Background: an optimization exercise with open tools, aiming at small area, a short achievable clock period and few clock cycles per item. Do not read the settings as production practice. At most, simulation tests tie the RTL to the original design; equivalence was not proved.

Setup of old:
==> module calc_alu64, before the edit <==
module calc_alu64 (
  input  wire        clk,
  input  wire        rst,
  input  wire        in_valid,
  output wire        in_ready,
  input  wire [1:0]  op,         
  input  wire [63:0] a,
  input  wire [63:0] b,
  output reg         out_valid,
  output wire [63:0] result
);
  localparam OP_ADD = 2'd0, OP_SUB = 2'd1, OP_MUL = 2'd2, OP_DIV = 2'd3;
  reg        rdy;      
  reg        v;        
  reg        e1;       
  reg        ms;       
  reg        ds;       
  reg [1:0]  opr;
  reg        inv;      
  reg [3:0]  sh;       
  reg [6:0]  cnt;      
  reg [67:0] X;        
  reg [66:0] Y;        
  reg [63:0] R;        
  assign in_ready = rdy;
  assign result   = R;
  function automatic [63:0] smear(input [63:0] x);    
    reg [63:0] s;
    integer k;
    begin
      s = x;
      for (k = 1; k < 64; k = k * 2)
        s = s | (s >> k);
      smear = s;
    end
  endfunction
  wire [63:0] sa = smear(X[63:0]);
  wire [63:0] sb = smear(Y[63:0]);
  wire        b_longer = |(sb & ~sa);
  wire        zb = ~sb[0];
  function automatic [5:0] lod64(input [63:0] x);
    reg [63:0] vv;
    reg [383:0] pp;      
    integer lvl, i;
    begin
      vv = x;
      pp = 384'd0;
      for (lvl = 0; lvl < 6; lvl = lvl + 1) begin
        for (i = 0; i < (32 >> lvl); i = i + 1) begin
          if (vv[2*i+1])
            pp[6*i +: 6] = pp[6*(2*i+1) +: 6] | (6'd1 << lvl);
          else
            pp[6*i +: 6] = pp[6*(2*i) +: 6];
          vv[i] = vv[2*i+1] | vv[2*i];
        end
      end
      lod64 = pp[5:0];
    end
  endfunction
  wire [5:0] pa = lod64(X[63:0]);
  wire [5:0] pb = lod64(Y[63:0]);
  wire [5:0] dpos = pa - pb;             
  wire [67:0] asum = X + ({1'b0, Y} ^ {68{inv}}) + {67'd0, inv};
  wire        q    = ~asum[67];          
  wire [63:0] pp0  = Y[0] ? X[63:0] : 64'd0;
  wire [63:0] pp1  = Y[1] ? {X[62:0], 1'b0} : 64'd0;
  wire [63:0] cs_s = R ^ pp0 ^ pp1;
  wire [63:0] cs_c = (R & pp0) | (R & pp1) | (pp0 & pp1);
  wire [63:0] msum = cs_s + {cs_c[62:0], 1'b0};
  wire [66:0] yshift = {Y[63:0], 3'b000} << {sh, 2'b00};
  wire addsub = ~opr[1];
  wire is_mul = (opr == OP_MUL);
  wire div_q0 = zb | b_longer;           
  always @(posedge clk) begin
    if (rst) begin
      rdy       <= 1'b1;
      v         <= 1'b0;
      e1        <= 1'b0;
      ms        <= 1'b0;
      ds        <= 1'b0;
      out_valid <= 1'b0;
    end else begin
      v         <= rdy & in_valid;
      e1        <= v & ~addsub & ~is_mul & ~div_q0;
      ms        <= (v & is_mul) | (ms & ~rdy);
      ds        <= e1 | (ds & ~rdy);
      out_valid <= (v & (addsub | (~is_mul & div_q0))) | ((ms | ds) & rdy);
      if (rdy)
        rdy <= ~(in_valid & op[1]);
      else if (v)
        rdy <= is_mul ? ((X[63:2] == 62'd0) | (Y[63:2] == 62'd0)) : div_q0;
      else if (ms)
        rdy <= (Y[63:4] == 60'd0);
      else if (ds)
        rdy <= (cnt == 7'd2);
      else
        rdy <= 1'b0;    
    end
  end
  always @(posedge clk) begin
    if (rdy) begin
      opr <= op;
      inv <= op[0];
    end else if (ds) begin
      inv <= q;
    end
    sh  <= dpos[5:2];
    cnt <= ds ? cnt - 7'd1 : {1'b0, sh, 2'b00} + 7'd4;
    if (rdy) begin
      X <= {4'd0, a};
      Y <= {3'd0, b};
    end else if (v & is_mul & b_longer) begin
      X <= {4'd0, Y[63:0]};
      Y <= {3'd0, X[63:0]};
    end else if (e1) begin
      Y <= yshift;
    end else if (ms) begin
      X <= {X[65:0], 2'b00};
      Y <= {2'b00, Y[66:2]};
    end else if (ds) begin
      X <= asum;
      Y <= {1'b0, Y[66:1]};
    end
    if (v | e1)
      R <= (v & addsub) ? asum[63:0] : 64'd0;
    else if (ds)
      R <= {R[62:0], q};
    else
      R <= msum;
  end
endmodule
Settings: LEC_CHECK=0, ABC_CLOCK_PERIOD_IN_PS=3000, CAP_MARGIN=20, CORE_MARGIN=2, CORE_UTILIZATION=40, PLACE_DENSITY=0.6, SETUP_SLACK_MARGIN=5, SLEW_MARGIN=20; clock period 10.0 ns.
run.sh (not shown) runs the stock make flow with config.mk's settings and CLKGATE_MAP_FILE= SYNTH_SCRIPT=/design/flow/synth_recipe.tcl, a recipe that flattens the netlist after the stock synthesis.
Modified inputs, new compared to old
--- a/flow/design.v
+++ b/flow/design.v
@@ -22,6 +22,7 @@
   reg [67:0] X;        
   reg [66:0] Y;        
   reg [63:0] R;        
+  reg        yp;       
   assign in_ready = rdy;
   assign result   = R;
   function automatic [63:0] smear(input [63:0] x);    
@@ -62,11 +63,19 @@
   wire [5:0] dpos = pa - pb;             
   wire [67:0] asum = X + ({1'b0, Y} ^ {68{inv}}) + {67'd0, inv};
   wire        q    = ~asum[67];          
-  wire [63:0] pp0  = Y[0] ? X[63:0] : 64'd0;
-  wire [63:0] pp1  = Y[1] ? {X[62:0], 1'b0} : 64'd0;
+  wire one0 = Y[0] ^ yp;
+  wire two0 = (Y[1] & ~Y[0] & ~yp) | (~Y[1] & Y[0] & yp);
+  wire neg0 = Y[1];
+  wire one1 = Y[2] ^ Y[1];
+  wire two1 = (Y[3] & ~Y[2] & ~Y[1]) | (~Y[3] & Y[2] & Y[1]);
+  wire neg1 = Y[3];
+  wire [63:0] m0   = ({64{one0}} & X[63:0]) | ({64{two0}} & {X[62:0], 1'b0});
+  wire [63:0] m1   = ({64{one1}} & X[63:0]) | ({64{two1}} & {X[62:0], 1'b0});
+  wire [63:0] pp0  = m0 ^ {64{neg0}};
+  wire [63:0] pp1  = {m1[61:0], 2'b00} ^ {64{neg1}};
   wire [63:0] cs_s = R ^ pp0 ^ pp1;
   wire [63:0] cs_c = (R & pp0) | (R & pp1) | (pp0 & pp1);
-  wire [63:0] msum = cs_s + {cs_c[62:0], 1'b0};
+  wire [63:0] msum = cs_s + {cs_c[62:0], neg0} + {63'd0, neg1};
   wire [66:0] yshift = {Y[63:0], 3'b000} << {sh, 2'b00};
   wire addsub = ~opr[1];
   wire is_mul = (opr == OP_MUL);
@@ -88,9 +97,9 @@
       if (rdy)
         rdy <= ~(in_valid & op[1]);
       else if (v)
-        rdy <= is_mul ? ((X[63:2] == 62'd0) | (Y[63:2] == 62'd0)) : div_q0;
+        rdy <= is_mul ? ((X[63:3] == 61'd0) | (Y[63:3] == 61'd0)) : div_q0;
       else if (ms)
-        rdy <= (Y[63:4] == 60'd0);
+        rdy <= (Y[63:7] == 57'd0);
       else if (ds)
         rdy <= (cnt == 7'd2);
       else
@@ -105,6 +114,7 @@
       inv <= q;
     end
     sh  <= dpos[5:2];
+    yp  <= ms & Y[3];
     cnt <= ds ? cnt - 7'd1 : {1'b0, sh, 2'b00} + 7'd4;
     if (rdy) begin
       X <= {4'd0, a};
@@ -115,8 +125,8 @@
     end else if (e1) begin
       Y <= yshift;
     end else if (ms) begin
-      X <= {X[65:0], 2'b00};
-      Y <= {2'b00, Y[66:2]};
+      X <= {X[63:0], 4'b0000};
+      Y <= {4'b0000, Y[66:4]};
     end else if (ds) begin
       X <= asum;
       Y <= {1'b0, Y[66:1]};
Looking at met1 usage, new sits 6.6 points lower than old does.
Per the comparison of new with old, cell area grew by 12%, total clock buffers created by CTS grew by about 10%.
The final wirelength in new was higher than what old gave.
Post-layout worst setup margin delta (new -> old): insignificant
On final critical delay including setup and external delays, new and old are neck and neck.
Lower area share of xor/xnor cells in the synthesized design among new and old: old
Taking old as the reference, in new number of library cell types mapped by synthesis saw a decrease, all-layer global routing usage shows an increase of 0.35 points.
No run of this note included a check of the RTL's function; only the layout flow was run.

* * *

Another version of the RTL of calc_alu64 (not shown whole).
Size: about 200 I/O pins.
==> module calc_alu64, before the edit <==
module calc_alu64 (
  input  wire        clk,
  input  wire        rst,
  input  wire        in_valid,
  output wire        in_ready,
  input  wire [1:0]  op,         
  input  wire [63:0] a,
  input  wire [63:0] b,
  output reg         out_valid,
  output wire [63:0] result
);
  localparam OP_ADD = 2'd0, OP_SUB = 2'd1, OP_MUL = 2'd2, OP_DIV = 2'd3;
  reg        rdy;      
  reg        v;        
  reg        ms;       
  reg        ds;       
  reg [1:0]  opr;
  reg        qz;       
  reg        sw;       
  reg        inv;      
  reg [3:0]  sh;       
  reg [6:0]  cnt;      
  reg [67:0] X;        
  reg [66:0] Y;        
  reg [63:0] R;        
  reg        yp;       
  assign in_ready = rdy;
  assign result   = R;
  function automatic [6:0] lod64(input [63:0] x);    
    reg [63:0] vv;
    reg [383:0] pp;      
    integer lvl, i;
    begin
      vv = x;
      pp = 384'd0;
      for (lvl = 0; lvl < 6; lvl = lvl + 1) begin
        for (i = 0; i < (32 >> lvl); i = i + 1) begin
          if (vv[2*i+1])
            pp[6*i +: 6] = pp[6*(2*i+1) +: 6] | (6'd1 << lvl);
          else
            pp[6*i +: 6] = pp[6*(2*i) +: 6];
          vv[i] = vv[2*i+1] | vv[2*i];
        end
      end
      lod64 = {vv[0], pp[5:0]};
    end
  endfunction
  wire [6:0] la = lod64(a);
  wire [6:0] lb = lod64(b);
  wire [6:0] dpos = {1'b0, la[5:0]} - {1'b0, lb[5:0]};    
  wire       b_longer = dpos[6] | (lb[6] & ~la[6]);
  wire       in_qz = ~lb[6] | b_longer;
  wire [67:0] asum = X + ({1'b0, Y} ^ {68{inv}}) + {67'd0, inv};
  wire        q    = ~asum[67];          
  wire [63:0] mc = sw ? Y[63:0] : X[63:0];
  wire [63:0] mp = sw ? X[63:0] : Y[63:0];
  wire one0 = mp[0] ^ yp;
  wire two0 = (mp[1] & ~mp[0] & ~yp) | (~mp[1] & mp[0] & yp);
  wire neg0 = mp[1];
  wire one1 = mp[2] ^ mp[1];
  wire two1 = (mp[3] & ~mp[2] & ~mp[1]) | (~mp[3] & mp[2] & mp[1]);
  wire neg1 = mp[3];
  wire [63:0] m0   = ({64{one0}} & mc) | ({64{two0}} & {mc[62:0], 1'b0});
  wire [63:0] m1   = ({64{one1}} & mc) | ({64{two1}} & {mc[62:0], 1'b0});
  wire [63:0] pp0  = m0 ^ {64{neg0}};
  wire [63:0] pp1  = {m1[61:0], 2'b00} ^ {64{neg1}};
  wire [63:0] racc = v ? 64'd0 : R;
  wire [63:0] cs_s = racc ^ pp0 ^ pp1;
  wire [63:0] cs_c = (racc & pp0) | (racc & pp1) | (pp0 & pp1);
  wire [63:0] msum = cs_s + {cs_c[62:0], neg0} + {63'd0, neg1};
  wire        mlast = (mp[63:3] == 61'd0);    
  wire        mnext = (mp[63:7] == 57'd0);    
  wire [66:0] yshift = {Y[63:0], 3'b000} << {sh, 2'b00};
  wire is_mul = (opr == OP_MUL);
  wire is_div = (opr == OP_DIV);
  wire one_cycle = ~opr[1] | (opr[0] & qz);    
  always @(posedge clk) begin
    if (rst) begin
      rdy       <= 1'b1;
      v         <= 1'b0;
      ms        <= 1'b0;
      ds        <= 1'b0;
      out_valid <= 1'b0;
    end else begin
      v         <= rdy & in_valid;
      ms        <= (v & is_mul & ~mlast) | (ms & ~rdy);
      ds        <= (v & is_div & ~qz) | (ds & ~rdy);
      out_valid <= (v & (one_cycle | (is_mul & mlast))) | ((ms | ds) & rdy);
      if (rdy)
        rdy <= ~in_valid | ~op[1] | (op[0] & in_qz);
      else if (v)
        rdy <= is_mul & mnext;    
      else if (ms)
        rdy <= mnext;
      else
        rdy <= (cnt == 7'd2);
    end
  end
  always @(posedge clk) begin
    if (rdy) begin
      opr <= op;
      inv <= op[0];
      qz  <= in_qz;
      sw  <= b_longer;
      sh  <= dpos[5:2];
    end else if (ds) begin
      inv <= q;
    end
    cnt <= ds ? cnt - 7'd1 : {1'b0, sh, 2'b00} + 7'd4;
    yp  <= ((v & is_mul) | ms) & mp[3];
    if (rdy) begin
      X <= {4'd0, a};
      Y <= {3'd0, b};
    end else if (v & is_div) begin
      Y <= yshift;
    end else if (v | ms) begin
      if (sw) begin
        X <= {8'd0, X[63:4]};
        Y <= {Y[62:0], 4'b0000};
      end else begin
        X <= {X[63:0], 4'b0000};
        Y <= {4'b0000, Y[66:4]};
      end
    end else if (ds) begin
      X <= asum;
      Y <= {1'b0, Y[66:1]};
    end
    if (v & ~is_mul)
      R <= (~opr[1]) ? asum[63:0] : 64'd0;
    else if (ds)
      R <= {R[62:0], q};
    else
      R <= msum;
  end
endmodule
export LEC_CHECK = 0
export ABC_CLOCK_PERIOD_IN_PS = 3000
export CAP_MARGIN = 20
export CORE_MARGIN = 2
export CORE_UTILIZATION = 40
export PLACE_DENSITY = 0.6
export SETUP_SLACK_MARGIN = 5
export SLEW_MARGIN = 20
create_clock -name core_clock -period 10.0 [get_ports {clk}]
Rerun with:
--- a/flow/design.v
+++ b/flow/design.v
@@ -14,11 +14,10 @@
   reg        v;        
   reg        ms;       
   reg        ds;       
   reg [1:0]  opr;
   reg        qz;       
-  reg        sw;       
   reg        inv;      
   reg [3:0]  sh;       
   reg [6:0]  cnt;      
   reg [67:0] X;        
   reg [66:0] Y;        
@@ -48,14 +47,23 @@
   wire [6:0] la = lod64(a);
   wire [6:0] lb = lod64(b);
   wire [6:0] dpos = {1'b0, la[5:0]} - {1'b0, lb[5:0]};    
   wire       b_longer = dpos[6] | (lb[6] & ~la[6]);
   wire       in_qz = ~lb[6] | b_longer;
+  function automatic [7:0] bytes_nz(input [63:0] x);
+    integer i;
+    for (i = 0; i < 8; i = i + 1) bytes_nz[i] = |x[8*i +: 8];
+  endfunction
+  wire [7:0] ba = bytes_nz(a);
+  wire [7:0] bb = bytes_nz(b);
+  wire [7:0] ba_s = ba | {1'b0, ba[7:1]} | {2'b0, ba[7:2]} | {3'b0, ba[7:3]} |
+                    {4'b0, ba[7:4]} | {5'b0, ba[7:5]} | {6'b0, ba[7:6]} | {7'b0, ba[7]};
+  wire       swap = (op == OP_MUL) & |(bb & ~ba_s);
   wire [67:0] asum = X + ({1'b0, Y} ^ {68{inv}}) + {67'd0, inv};
   wire        q    = ~asum[67];          
-  wire [63:0] mc = sw ? Y[63:0] : X[63:0];
-  wire [63:0] mp = sw ? X[63:0] : Y[63:0];
+  wire [63:0] mc = X[63:0];
+  wire [63:0] mp = Y[63:0];
   wire one0 = mp[0] ^ yp;
   wire two0 = (mp[1] & ~mp[0] & ~yp) | (~mp[1] & mp[0] & yp);
   wire neg0 = mp[1];
   wire one1 = mp[2] ^ mp[1];
   wire two1 = (mp[3] & ~mp[2] & ~mp[1]) | (~mp[3] & mp[2] & mp[1]);
@@ -99,30 +107,24 @@
   always @(posedge clk) begin
     if (rdy) begin
       opr <= op;
       inv <= op[0];
       qz  <= in_qz;
-      sw  <= b_longer;
       sh  <= dpos[5:2];
     end else if (ds) begin
       inv <= q;
     end
     cnt <= ds ? cnt - 7'd1 : {1'b0, sh, 2'b00} + 7'd4;
     yp  <= ((v & is_mul) | ms) & mp[3];
     if (rdy) begin
-      X <= {4'd0, a};
-      Y <= {3'd0, b};
+      X <= {4'd0, swap ? b : a};
+      Y <= {3'd0, swap ? a : b};
     end else if (v & is_div) begin
       Y <= yshift;
     end else if (v | ms) begin
-      if (sw) begin
-        X <= {8'd0, X[63:4]};
-        Y <= {Y[62:0], 4'b0000};
-      end else begin
-        X <= {X[63:0], 4'b0000};
-        Y <= {4'b0000, Y[66:4]};
-      end
+      X <= {X[63:0], 4'b0000};
+      Y <= {4'b0000, Y[66:4]};
     end else if (ds) begin
       X <= asum;
       Y <= {1'b0, Y[66:1]};
     end
     if (v & ~is_mul)
After rerunning:
- The changed run finished with timing, DRC and antenna clean
- worst hold slack improves by 0.012 ns
- core utilization decreases by 1.8 points
- clock skew barely changes
- count of clock-buffer cells in the layout came out higher by 2
- register-to-register slack improved by 0.16 ns
- first-iteration DRC count fell by 1.0%
- synthesized area shrinks by 4.4%
- sequential cell count falls by 1
- via count drops by about 0.6%
Testbench counts after the change, summed over its fixed seeds: cycles 24,695, items 4,800.
For the first run of this note, only the layout was checked, not whether the RTL still works.

[afterwards: timing with drivers on the ports]
The flow's constraints put no driver on any port. The routed layouts listed below were extracted and timed again, unchanged, in two steps.
Step 1, drivers: a clkbuf_16 drives clk and a buf_2 each remaining input, both assumed.
Step 2 adds t to the input delays and takes it off the output delays; t is the mean of the earliest and latest rising clock arrival at the registers after step 1. Input paths then give back, and output paths get back, about the clock's delay inside the block.
Three values: ideal ports, drivers, drivers and shift; two values: the first two.
| run | t (ns) | slack for setup (ns) | worst setup path at the end | worst register clock-pin slew, ns | cell pins on the clock port's net |
|---|---|---|---|---|---|
| old | 0.677 | 5.096 / 5.096 / 5.096 | register to register | 0.07 / 0.07 | 1 |
| new | 0.628 | 5.094 / 5.094 / 5.094 | register to register | 0.06 / 0.06 | 1 |
| the first run of note 2 | 0.639 | 4.760 / 4.760 / 4.405 | input to register | 0.07 / 0.07 | 1 |
| the second run of note 2 | 0.672 | 4.882 / 4.919 / 4.255 | input to register | 0.07 / 0.07 | 1 |
After both steps every run listed still meets setup and hold. The setup slack of the second run of note 2, which loses most, moves by +0.037 ns with the drivers and by -0.627 ns with both steps.
